Context: an optimization exercise on an open-source flow, tuned for small area and few clock cycles. The choices shown serve that exercise and are no tape-out recipe. Function was checked by simulation only, so behaviour that the tests miss may differ from the original. Power is estimated from default activity; no workload was simulated.

Design uhf_core, start of the top module:
module uhf_core (
    input  wire        clk,
    input  wire        rst,
    input  wire        op_valid,
    output wire        op_ready,
    input  wire [7:0]  op_code,
    input  wire [7:0]  op_adr,
    input  wire [7:0]  op_cmd,
    input  wire [7:0]  op_len,
    input  wire [7:0]  op_rxlen,
    input  wire        in_valid,
    output reg         in_ready,
    input  wire [7:0]  in_data,
    output reg         out_valid,
    input  wire        out_ready,
    output reg  [7:0]  out_data,
    output reg         done,
    output reg  [2:0]  err,
    output reg  [7:0]  erroff,
    output reg  [7:0]  erridx,
    output wire [15:0] crc,
    output wire [7:0]  radr,
    output wire [7:0]  rcmd,
    output wire [7:0]  rplen,
    output wire [19:0] lowkhz,
    output wire [19:0] highkhz,
    output wire [7:0]  power,
    output wire [7:0]  scan,
    output wire [1:0]  mode,
    output wire        proto,
    output wire        buzz,
    output wire        awidth,
    output wire [1:0]  iface,
    output wire [2:0]  bank,
    output wire [7:0]  offs,
    output wire [7:0]  wlen,
    output wire [7:0]  filt,
    output wire [7:0]  eas,
    output wire [7:0]  offt,
    output wire        wgord,
    output wire        wgfmt,
    output wire [7:0]  wgivl,
    output wire [7:0]  wgpw,
    output wire [7:0]  wgpp
);
clock: 10.0 ns
lec_check: 0
cap_margin: 20
core_margin: 2
core_utilization: 40
slew_margin: 20
standard.sh (not shown) runs the stock make flow with config.mk's settings and CLKGATE_MAP_FILE= SYNTH_SCRIPT=/design/flow/synth_recipe.tcl, a recipe that flattens the netlist after the stock synthesis.
==> flow/flow/run.sh <==
#!/bin/bash
# The standard layout (standard.sh) with these changes:
#  - synthesis: the standard flow's synthesis script, with an area-oriented final ABC
#    mapping and without the separate half/full-adder cell mapping;
#  - every port still gets its own buffer, of the smallest buffer cell;
#  - the clock tree is built from small clock buffers, without dummy loads.
set -euo pipefail
here=$(pwd)
export FLOW_SYNTH_TCL="$here/synth_recipe.tcl"
export AREA_ABC_SCRIPT="$here/flow/area.abc"
bash standard.sh \
    "SYNTH_SCRIPT=$here/flow/synth.tcl" \
    "ADDER_MAP_FILE=" \
    "BUFFER_PORTS_ARGS=-buffer_cell sky130_fd_sc_hd__buf_1" \
    "CTS_ARGS=-sink_clustering_enable -repair_clock_nets -dont_use_dummy_load -sink_clustering_size 30 -sink_clustering_max_diameter 150 -buf_list {sky130_fd_sc_hd__clkbuf_8}" \
    finish > make.log 2>&1
==> flow/flow/area.abc <==
&get -n
&st
&dch
&nf -R 1000
&put
==> flow/flow/synth.tcl <==
# The standard synthesis (synth_recipe.tcl, sourced unchanged), with one
# change: the final technology mapping uses an area-oriented ABC script
# (flow/area.abc) and no delay target. Registers, their names and cell types
# are untouched.
proc abc {args} {
  set i [lsearch -exact $args -script]
  if {$i >= 0} { set args [lreplace $args $i [expr {$i + 1}] -script $::env(AREA_ABC_SCRIPT)] }
  set j [lsearch -exact $args -D]
  if {$j >= 0} { set args [lreplace $args $j [expr {$j + 1}]] }
  yosys abc {*}$args
}
source $::env(FLOW_SYNTH_TCL)
The baseline produced a clean layout.
Testbench counts at the start, summed over its fixed seeds: cycles 34,925.
Next try:
--- a/flow/flow/run.sh
+++ b/flow/flow/run.sh
@@ -15 +15 @@
-    "CTS_ARGS=-sink_clustering_enable -repair_clock_nets -dont_use_dummy_load -sink_clustering_size 30 -sink_clustering_max_diameter 150 -buf_list {sky130_fd_sc_hd__clkbuf_8}" \
+    "CTS_ARGS=-sink_clustering_enable -repair_clock_nets -dont_use_dummy_load -buf_list {sky130_fd_sc_hd__clkbuf_2 sky130_fd_sc_hd__clkbuf_4 sky130_fd_sc_hd__clkbuf_8}" \
Result: Design area does not change. Setup slack is unchanged. Power does not change. Non-clock buffer count does not change. Synthesized area does not change. Cell count does not change. Core utilization stays the same. Sequential cell count stays the same.


Another version of the RTL of uhf_core (not shown whole).
Size in the first run: roughly 260 I/O pins, about 7700 µm² of cells after synthesis.
clock: 10.0 ns
lec_check: 0
cap_margin: 20
core_margin: 2
core_utilization: 65
slew_margin: 20
==> flow/flow/run.sh <==
#!/bin/bash
# The standard layout (standard.sh) with these changes:
#  - synthesis: the standard flow's synthesis script, with an area-oriented final ABC
#    mapping and without the separate half/full-adder cell mapping;
#  - every port still gets its own buffer, of the smallest buffer cell;
#  - the clock tree is built from small clock buffers, without dummy loads.
set -euo pipefail
here=$(pwd)
export FLOW_SYNTH_TCL="$here/synth_recipe.tcl"
export AREA_ABC_SCRIPT="$here/flow/area.abc"
bash standard.sh \
    "SYNTH_SCRIPT=$here/flow/synth.tcl" \
    "ADDER_MAP_FILE=" \
    "BUFFER_PORTS_ARGS=-buffer_cell sky130_fd_sc_hd__buf_1" \
    "CTS_ARGS=-sink_clustering_enable -repair_clock_nets -dont_use_dummy_load -buf_list {sky130_fd_sc_hd__clkbuf_2 sky130_fd_sc_hd__clkbuf_4 sky130_fd_sc_hd__clkbuf_8}" \
    finish > make.log 2>&1
Scripts as last shown in full above: flow/flow/area.abc, flow/flow/synth.tcl
The first run finished clean.
Testbench counts at the start, summed over its fixed seeds: cycles 34,925.
Rerun with:
--- a/flow/config.mk
+++ b/flow/config.mk
@@ -10 +10 @@
-export CORE_UTILIZATION = 65
+export CORE_UTILIZATION = 40
Area after synthesis stays the same.
Cell count increases by a little under a tenth.
Core utilization falls by 29 points.
Routed wire length goes up by a few percent.
Worst setup slack gets worse by 65 ps.
Global-route usage falls by 13 points.
Clock-buffer cell count does not change.
Critical path depth rises by 1.
Design area goes up slightly.
Hold slack gets worse by 43 ps.
Rerun with:
--- a/flow/config.mk
+++ b/flow/config.mk
@@ -8 +8 @@
-export CAP_MARGIN = 20
+export CAP_MARGIN = 0
@@ -11 +11 @@
-export SLEW_MARGIN = 20
+export SLEW_MARGIN = 0
=> Wire length is about the same; total power barely changes; worst setup slack improved by 18 ps; clock power is about the same; global-route usage is about the same.
Rerun with:
--- a/flow/flow/run.sh
+++ b/flow/flow/run.sh
@@ -15 +15 @@
-    "CTS_ARGS=-sink_clustering_enable -repair_clock_nets -dont_use_dummy_load -buf_list {sky130_fd_sc_hd__clkbuf_2 sky130_fd_sc_hd__clkbuf_4 sky130_fd_sc_hd__clkbuf_8}" \
+    "CTS_ARGS=-sink_clustering_enable -repair_clock_nets -dont_use_dummy_load -sink_clustering_size 16 -sink_clustering_max_diameter 60 -sink_clustering_levels 1 -buf_list {sky130_fd_sc_hd__clkbuf_8}" \
--- a/flow/config.mk
+++ b/flow/config.mk
@@ -8 +8 @@
-export CAP_MARGIN = 0
+export CAP_MARGIN = 20
@@ -11 +11 @@
-export SLEW_MARGIN = 0
+export SLEW_MARGIN = 20
The changed run passed the timing, design-rule and antenna checks.
Synthesized area is unchanged.
Clock skew is higher by 5.3 ps.
Setup slack loses 18 ps.
Design area stays flat.
Die area is unchanged.
Fmax is about the same.
Hold slack hardly moves.
Wire length stays flat.
Count of clock-buffer cells in the layout is unchanged.
Synthesized cell count is unchanged.


Setup of zinc:
uhf_core, a different RTL version from the one above (not shown whole).
For scale: about 150 flip-flops, roughly 260 I/O pins, ~8800 um2 of cells after synthesis.
export LEC_CHECK = 0
export CAP_MARGIN = 20
export CORE_MARGIN = 2
export CORE_UTILIZATION = 40
export SLEW_MARGIN = 20
create_clock -name core_clock -period 10.0 [get_ports {clk}]
==> flow/flow/run.sh <==
#!/bin/bash
# The standard ORFS layout (the standard.sh), with two changes: every port
# still gets its own buffer, but of the smallest buffer cell, and the clock
# tree is built from small clock buffers without dummy loads.
set -euo pipefail
bash standard.sh \
    "BUFFER_PORTS_ARGS=-buffer_cell sky130_fd_sc_hd__buf_1" \
    "CTS_ARGS=-sink_clustering_enable -repair_clock_nets -dont_use_dummy_load -buf_list {sky130_fd_sc_hd__clkbuf_2 sky130_fd_sc_hd__clkbuf_4 sky130_fd_sc_hd__clkbuf_8}" \
    finish > make.log 2>&1
Testbench counts of zinc, summed over its fixed seeds: cycles 34,925.
--- input diff zinc..delta ---
==> flow/flow/run.sh <==
#!/bin/bash
# The standard layout (standard.sh) with these changes:
#  - synthesis: the standard flow's synthesis script, with an area-oriented final ABC
#    mapping and without the separate half/full-adder cell mapping;
#  - every port still gets its own buffer, of the smallest buffer cell;
#  - the clock tree is built from small clock buffers, without dummy loads.
set -euo pipefail
here=$(pwd)
export FLOW_SYNTH_TCL="$here/synth_recipe.tcl"
export AREA_ABC_SCRIPT="$here/flow/area.abc"
bash standard.sh \
    "SYNTH_SCRIPT=$here/flow/synth.tcl" \
    "ADDER_MAP_FILE=" \
    "BUFFER_PORTS_ARGS=-buffer_cell sky130_fd_sc_hd__buf_1" \
    "CTS_ARGS=-sink_clustering_enable -repair_clock_nets -dont_use_dummy_load -buf_list {sky130_fd_sc_hd__clkbuf_2 sky130_fd_sc_hd__clkbuf_4 sky130_fd_sc_hd__clkbuf_8}" \
    finish > make.log 2>&1
==> flow/flow/area.abc (new file) <==
&get -n
&st
&dch
&nf -R 1000
&put
==> flow/flow/synth.tcl (new file) <==
# The standard synthesis (synth_recipe.tcl, sourced unchanged), with one
# change: the final technology mapping uses an area-oriented ABC script
# (flow/area.abc) and no delay target. Registers, their names and cell types
# are untouched.
proc abc {args} {
  set i [lsearch -exact $args -script]
  if {$i >= 0} { set args [lreplace $args $i [expr {$i + 1}] -script $::env(AREA_ABC_SCRIPT)] }
  set j [lsearch -exact $args -D]
  if {$j >= 0} { set args [lreplace $args $j [expr {$j + 1}]] }
  yosys abc {*}$args
}
source $::env(FLOW_SYNTH_TCL)
[summary]
Looking only at per-cell routed wire length, and setting everything else aside, the lower value of delta and zinc goes to delta.
Of delta and zinc, delta shows the higher sequential share of cell area, with zinc below it.
Synthesized area: delta better than zinc
delta leaves more setup margin than zinc.
Re register-to-register slack: delta is 30 ps down on zinc.
delta vs. zinc: combinational power share went down by 0.7 points.
The final cell count in delta sits 10 below the value recorded for zinc.
Design area on delta is down relative to zinc.
Distinct cell type count of the synthesized netlist (higher): zinc
| clock skew | delta vs zinc | 14 ps lower |
Any difference in setup-violating endpoint count in the final report between delta and zinc is small enough to ignore.
A timing startpoint of the critical path of b8[3] is what zinc shows, while in_data[0] belongs to delta.


The RTL this note starts from:
==> flow/design.v <==
module uhf_core (
    input  wire        clk,
    input  wire        rst,
    input  wire        op_valid,
    output wire        op_ready,
    input  wire [7:0]  op_code,
    input  wire [7:0]  op_adr,
    input  wire [7:0]  op_cmd,
    input  wire [7:0]  op_len,
    input  wire [7:0]  op_rxlen,
    input  wire        in_valid,
    output reg         in_ready,
    input  wire [7:0]  in_data,
    output reg         out_valid,
    input  wire        out_ready,
    output reg  [7:0]  out_data,
    output reg         done,
    output reg  [2:0]  err,
    output reg  [7:0]  erroff,
    output reg  [7:0]  erridx,
    output wire [15:0] crc,
    output wire [7:0]  radr,
    output wire [7:0]  rcmd,
    output wire [7:0]  rplen,
    output wire [19:0] lowkhz,
    output wire [19:0] highkhz,
    output wire [7:0]  power,
    output wire [7:0]  scan,
    output wire [1:0]  mode,
    output wire        proto,
    output wire        buzz,
    output wire        awidth,
    output wire [1:0]  iface,
    output wire [2:0]  bank,
    output wire [7:0]  offs,
    output wire [7:0]  wlen,
    output wire [7:0]  filt,
    output wire [7:0]  eas,
    output wire [7:0]  offt,
    output wire        wgord,
    output wire        wgfmt,
    output wire [7:0]  wgivl,
    output wire [7:0]  wgpw,
    output wire [7:0]  wgpp
);
    localparam [2:0] E_NONE  = 3'd0;
    localparam [2:0] E_CSUM  = 3'd1;
    localparam [2:0] E_TRUNC = 3'd2;
    localparam [2:0] E_RANGE = 3'd3;
    localparam [2:0] E_FSHRT = 3'd5;
    localparam [2:0] E_RSHRT = 3'd6;
    localparam [2:0] E_ILLEG = 3'd7;
    localparam [2:0] S_IDLE = 3'd3;
    localparam [2:0] S_FIN = 3'd0;    
    localparam [2:0] S_RECV = 3'd2;    
    localparam [2:0] S_HDR = 3'd5;    
    localparam [2:0] S_PAY = 3'd7;    
    localparam [2:0] S_TRL = 3'd4;    
    function [15:0] crc_step;
        input [15:0] c_in;
        input [7:0]  b;
        integer k;
        reg [15:0] c;
        begin
            c = c_in ^ {8'h00, b};
            for (k = 0; k < 8; k = k + 1)
                c = c[0] ? ((c >> 1) ^ 16'h8408) : (c >> 1);
            crc_step = c;
        end
    endfunction
    function [7:0] inc8;
        input [7:0] a;
        integer i;
        reg c;
        begin
            c = 1'b1;
            for (i = 0; i < 8; i = i + 1) begin
                inc8[i] = a[i] ^ c;
                c = c & a[i];
            end
        end
    endfunction
    function [7:0] dec8;
        input [7:0] a;
        integer i;
        reg c;
        begin
            c = 1'b1;
            for (i = 0; i < 8; i = i + 1) begin
                dec8[i] = a[i] ^ c;
                c = c & ~a[i];
            end
        end
    endfunction
    function [15:0] add16;
        input [15:0] a, b;
        integer i;
        reg c;
        begin
            c = 1'b0;
            for (i = 0; i < 16; i = i + 1) begin
                add16[i] = a[i] ^ b[i] ^ c;
                c = (a[i] & b[i]) | (a[i] & c) | (b[i] & c);
            end
        end
    endfunction
    function [15:0] khz16;
        input [7:0] x;
        reg [15:0] a, b, k, s, cy;
        begin
            a  = {8'd0, x};
            b  = {5'd0, x, 3'd0};
            k  = 16'hDC5C;
            s  = a ^ b ^ k;
            cy = ((a & b) | (a & k) | (b & k)) << 1;
            khz16 = add16(add16(s, cy), {4'd0, x, 4'd0});
        end
    endfunction
    reg [2:0]  state;
    reg [2:0]  op_r;      
    reg [7:0]  rem;       
    reg [7:0]  cnt;       
    reg        trunc;     
    reg        bad_lo;    
    reg [15:0] crc_r;
    reg [7:0]  b0, b1, b4, b5, b6, b7, b8, b9, b10, b11, b12, b13, b14;
    reg [1:0]  b3;
    wire is_info = op_r[2] && op_r[0];
    wire is_wm   = op_r[2] && op_r[1];
    wire [15:0] khz_in = khz16((cnt == 8'h05) ? in_data : b7);
    wire is_dec = op_r[2];
    wire last   = (rem == 8'd1);
    wire tail   = (rem == 8'd2) || last;
    wire s_idle = (state == S_IDLE);
    wire s_fin  = (state == S_FIN);
    wire s_recv = (state == S_RECV);
    wire s_hdr  = (state == S_HDR);
    wire s_pay  = (state == S_PAY);
    wire s_trl  = (state == S_TRL);
    wire can_acc = s_idle || s_fin || (s_recv && is_dec && last) || (s_trl && cnt[0]);
    assign op_ready = s_idle || s_fin || (s_recv && is_dec && last && in_valid) ||
                      (s_trl && cnt[0] && out_ready);
    wire accept = op_valid && op_ready;
    wire op_hi0 = (op_code[7:3] == 5'd0);
    wire op_ok  = op_hi0 && (op_code[2:0] != 3'd0) && (op_code[2:0] != 3'd7) &&
                  !((op_code[2:0] == 3'd2) && (op_len[7:2] == 6'h3F));
    wire op_dec = op_hi0 && (op_code[2] ? !(op_code[1] && op_code[0]) : (op_code[1] && op_code[0]));
    wire [7:0] hdr_byte = cnt[0] ? (cnt[1] ? b1 : {inc8({2'b00, rem[7:2]}), rem[1:0]}) : b0;
    always @(*) begin
        in_ready  = s_recv || (s_pay && out_ready);
        out_valid = s_hdr || s_trl || (s_pay && in_valid);
        case (state)
            S_HDR:   out_data = hdr_byte;
            S_TRL:   out_data = cnt[0] ? crc_r[15:8] : crc_r[7:0];
            default: out_data = in_data;
        endcase
    end
    wire in_fire  = in_valid && in_ready;
    wire out_fire = out_valid && out_ready;
    wire        crc_sel = op_valid && can_acc;
    wire [15:0] crc_nx  = crc_step(crc_sel ? 16'hFFFF : crc_r,
                                   crc_sel ? op_rxlen : out_data);
    always @(posedge clk) begin
        if (rst) begin
            state <= S_IDLE;
        end else if (accept) begin
            op_r   <= !op_ok ? 3'b000 : op_dec ? {1'b1, op_code[2:0] == 3'd6, op_code[2:0] == 3'd5} :
                      {1'b0, op_code[1], op_code[0]};
            rem    <= op_len;
            cnt    <= 8'hFD;
            trunc  <= (op_len != op_rxlen);
            bad_lo <= 1'b0;
            crc_r  <= op_dec ? crc_nx : 16'hFFFF;
            if (!op_ok)
                state <= S_FIN;
            else if (op_code == 8'd2)
                state <= S_HDR;
            else if (op_len == 8'd0)
                state <= S_FIN;
            else
                state <= S_RECV;
        end else begin
            case (state)
                S_FIN: state <= S_IDLE;
                S_RECV: if (in_fire) begin
                    rem <= dec8(rem);
                    cnt <= inc8(cnt);
                    if (!is_dec || !tail)
                        crc_r <= crc_nx;
                    if (rem == 8'd2)
                        bad_lo <= (in_data != crc_r[7:0]);
                    if (last)
                        state <= is_dec ? S_IDLE : S_FIN;
                end
                S_HDR: if (out_fire) begin
                    crc_r <= crc_nx;
                    cnt   <= inc8(cnt);
                    if (cnt[1] && cnt[0]) begin
                        state <= (rem == 8'd0) ? S_TRL : S_PAY;
                    end
                end
                S_PAY: if (out_fire) begin
                    crc_r <= crc_nx;
                    rem   <= dec8(rem);
                    if (last)
                        state <= S_TRL;
                end
                S_TRL: if (out_fire) begin
                    cnt <= inc8(cnt);
                    if (cnt[0])
                        state <= S_IDLE;
                end
                default: state <= S_IDLE;
            endcase
        end
    end
    always @(posedge clk) begin
        if (accept && op_code == 8'd2) begin
            b0 <= op_adr;
            b1 <= op_cmd;
        end else if (s_recv && in_fire) begin
            case (cnt)
                8'hFD: b0  <= in_data;
                8'hFE: b1  <= in_data;
                8'h00: b3  <= in_data[1:0];
                8'h01: b4  <= in_data;
                8'h02: b5  <= in_data;
                8'h03: b6  <= in_data;
                8'h04: begin
                    b7 <= in_data;
                end
                8'h05: begin
                    b8 <= in_data;
                    if (is_info) {b14, b13} <= khz_in;
                end
                8'h06: b9  <= in_data;
                8'h07: b10 <= in_data;
                8'h08: b11 <= in_data;
                8'h09: b12 <= in_data;
                8'h0A: if (!is_info) b13 <= in_data;
                8'h0B: if (!is_info) b14 <= in_data;
                default: ;
            endcase
        end
    end
    always @(*) begin
        done = s_fin || (s_recv && is_dec && last && in_valid) ||
               (s_trl && cnt[0] && out_ready);
    end
    wire csum_bad = bad_lo || (in_data != crc_r[15:8]);
    always @(*) begin
        err    = E_NONE;
        erroff = 8'h00;
        erridx = 8'h00;
        if (op_r == 3'd0)
            err = E_ILLEG;
        else if (is_dec) begin
            if (trunc)
                err = E_TRUNC;
            else if ((cnt[7:2] == 6'h3F))
                err = E_FSHRT;
            else if (csum_bad)
                err = E_CSUM;
            else if (is_info && (cnt[7:4] == 4'd0 && !(cnt[3] && (cnt[2] || cnt[1] || cnt[0]))))
                err = E_RSHRT;
            else if (is_wm) begin
                if (cnt[7:4] == 4'd0 && !(cnt[3] && cnt[2] && (cnt[1] || cnt[0])))
                    err = E_RSHRT;
                else if ((b7[7:2] != 6'd0)) begin
                    err = E_RANGE; erroff = 8'd7; erridx = b7;
                end else if (b8[4] && b8[1]) begin
                    err = E_RANGE; erroff = 8'd8; erridx = 8'd3;
                end else if ((b9[7:3] != 5'd0 || b9[2:0] == 3'd7)) begin
                    err = E_RANGE; erroff = 8'd9; erridx = b9;
                end
            end
        end
    end
    assign crc     = crc_r;
    assign radr    = b0;
    assign rcmd    = b1;
    assign rplen   = cnt;
    assign highkhz = {khz_in, 4'b1000};
    assign lowkhz  = {b14, b13, 4'b1000};
    assign power   = b9;
    assign scan    = b10;
    assign mode    = b7[1:0];
    assign proto   = b8[0];
    assign buzz    = b8[2];
    assign awidth  = b8[3];
    assign iface   = {b8[4], b8[1]};
    assign bank    = b9[2:0];
    assign offs    = b10;
    assign wlen    = b11;
    assign filt    = b12;
    assign eas     = b13;
    assign offt    = b14;
    assign wgord   = b3[1];
    assign wgfmt   = b3[0];
    assign wgivl   = b4;
    assign wgpw    = b5;
    assign wgpp    = b6;
endmodule
Settings: LEC_CHECK=0, CAP_MARGIN=0, CORE_MARGIN=2, CORE_UTILIZATION=40, SLEW_MARGIN=0; clock period 10.0 ns.
==> flow/flow/run.sh <==
#!/bin/bash
# The standard layout (standard.sh) with these changes:
#  - synthesis: the standard flow's synthesis script, with an area-oriented final ABC
#    mapping and without the separate half/full-adder cell mapping;
#  - every port still gets its own buffer, of the smallest buffer cell;
#  - the clock tree is built from small clock buffers, without dummy loads.
set -euo pipefail
here=$(pwd)
export FLOW_SYNTH_TCL="$here/synth_recipe.tcl"
export AREA_ABC_SCRIPT="$here/flow/area.abc"
bash standard.sh \
    "SYNTH_SCRIPT=$here/flow/synth.tcl" \
    "ADDER_MAP_FILE=" \
    "BUFFER_PORTS_ARGS=-buffer_cell sky130_fd_sc_hd__buf_1" \
    "CTS_ARGS=-sink_clustering_enable -repair_clock_nets -dont_use_dummy_load -buf_list {sky130_fd_sc_hd__clkbuf_2 sky130_fd_sc_hd__clkbuf_4 sky130_fd_sc_hd__clkbuf_8}" \
    finish > make.log 2>&1
==> flow/flow/area.abc <==
&get -n
&st
&deepsyn -T 120
&dch
&nf -R 1000
&put
==> flow/flow/synth.tcl <==
# The standard synthesis (synth_recipe.tcl, sourced unchanged), with one
# change: the final technology mapping uses an area-oriented ABC script
# (flow/area.abc: a timed &deepsyn search, then area mapping) and no delay
# target. Registers, their names and cell types
# are untouched.
proc abc {args} {
  set i [lsearch -exact $args -script]
  if {$i >= 0} { set args [lreplace $args $i [expr {$i + 1}] -script $::env(AREA_ABC_SCRIPT)] }
  set j [lsearch -exact $args -D]
  if {$j >= 0} { set args [lreplace $args $j [expr {$j + 1}]] }
  yosys abc {*}$args
}
source $::env(FLOW_SYNTH_TCL)
Testbench counts at the start, summed over its fixed seeds: cycles 34,925.
==> next run, changes <==
==> flow/flow/area.abc (replaced) <==
&get -n
&st
&dch
&nf -R 1000
&put
--- a/flow/flow/synth.tcl
+++ b/flow/flow/synth.tcl
@@ -1,6 +1,5 @@
 # The standard synthesis (synth_recipe.tcl, sourced unchanged), with one
 # change: the final technology mapping uses an area-oriented ABC script
-# (flow/area.abc: a timed &deepsyn search, then area mapping) and no delay
-# target. Registers, their names and cell types
+# (flow/area.abc) and no delay target. Registers, their names and cell types
 # are untouched.
 proc abc {args} {
Count of clock-buffer cells in the layout does not change.
Cell count grows slightly.
Global-route usage goes down by 2.2 points.
Wire length shrinks by a little under a tenth.
Area after synthesis rises by a few percent.
Core utilization is lower by 0.40 points.
Non-clock buffer count is higher by 3.
Die area climbs by a few percent.
Clock skew grows by 28 ps.

## separate check: timing with driven ports
The flow's constraints put no driver on any port. The routed layouts listed below were extracted and timed again, unchanged, in two steps. Step 1: set_driving_cell puts a clkbuf_16 on clk and a buf_2 on each other input, an assumption about the parent block. Step 2, shift: input delay + t, output delay - t, t = (earliest + latest rising clock arrival at the registers) / 2. This alone moves slack from input paths to output paths. Three values: no drivers, after step 1, after step 2; two values: the first two.
| run | t, ns | setup WS [ns] | worst hold slack (ns) | clock arrival spread, ns |
|---|---|---|---|---|
| the first run of note 1 | 0.478 | 3.497 / 3.474 / 3.474 | 0.546 / 0.546 / 0.546 | 0.034 / 0.034 |
| the second run of note 1 | 0.478 | 3.497 / 3.474 / 3.474 | 0.546 / 0.546 / 0.546 | 0.034 / 0.034 |
| the first run of note 2 | 0.477 | 1.395 / 1.361 / 1.736 | 0.606 / 0.606 / 0.606 | 0.042 / 0.042 |
| the second run of note 2 | 0.478 | 1.330 / 1.292 / 1.769 | 0.564 / 0.564 / 0.564 | 0.041 / 0.041 |
| the third run of note 2 | 0.468 | 1.348 / 1.313 / 1.771 | 0.566 / 0.566 / 0.566 | 0.035 / 0.034 |
| the fourth run of note 2 | 0.478 | 1.330 / 1.292 / 1.769 | 0.564 / 0.564 / 0.564 | 0.041 / 0.041 |
| zinc | 0.473 | 2.580 / 2.543 / 3.015 | 0.664 / 0.664 / 0.664 | 0.052 / 0.051 |
| delta | 0.474 | 3.303 / 3.277 / 3.277 | 0.569 / 0.569 / 0.569 | 0.038 / 0.037 |
| the first run of note 4 | 0.477 | 0.753 / 0.711 / 0.993 | 0.674 / 0.674 / 0.674 | 0.023 / 0.022 |
| the second run of note 4 | 0.472 | 1.209 / 1.170 / 1.641 | 0.582 / 0.582 / 0.582 | 0.051 / 0.051 |
After both steps every run listed still meets setup and hold. The setup slack of delta, which loses most, moves by -0.026 ns with the drivers and by -0.026 ns with both steps.
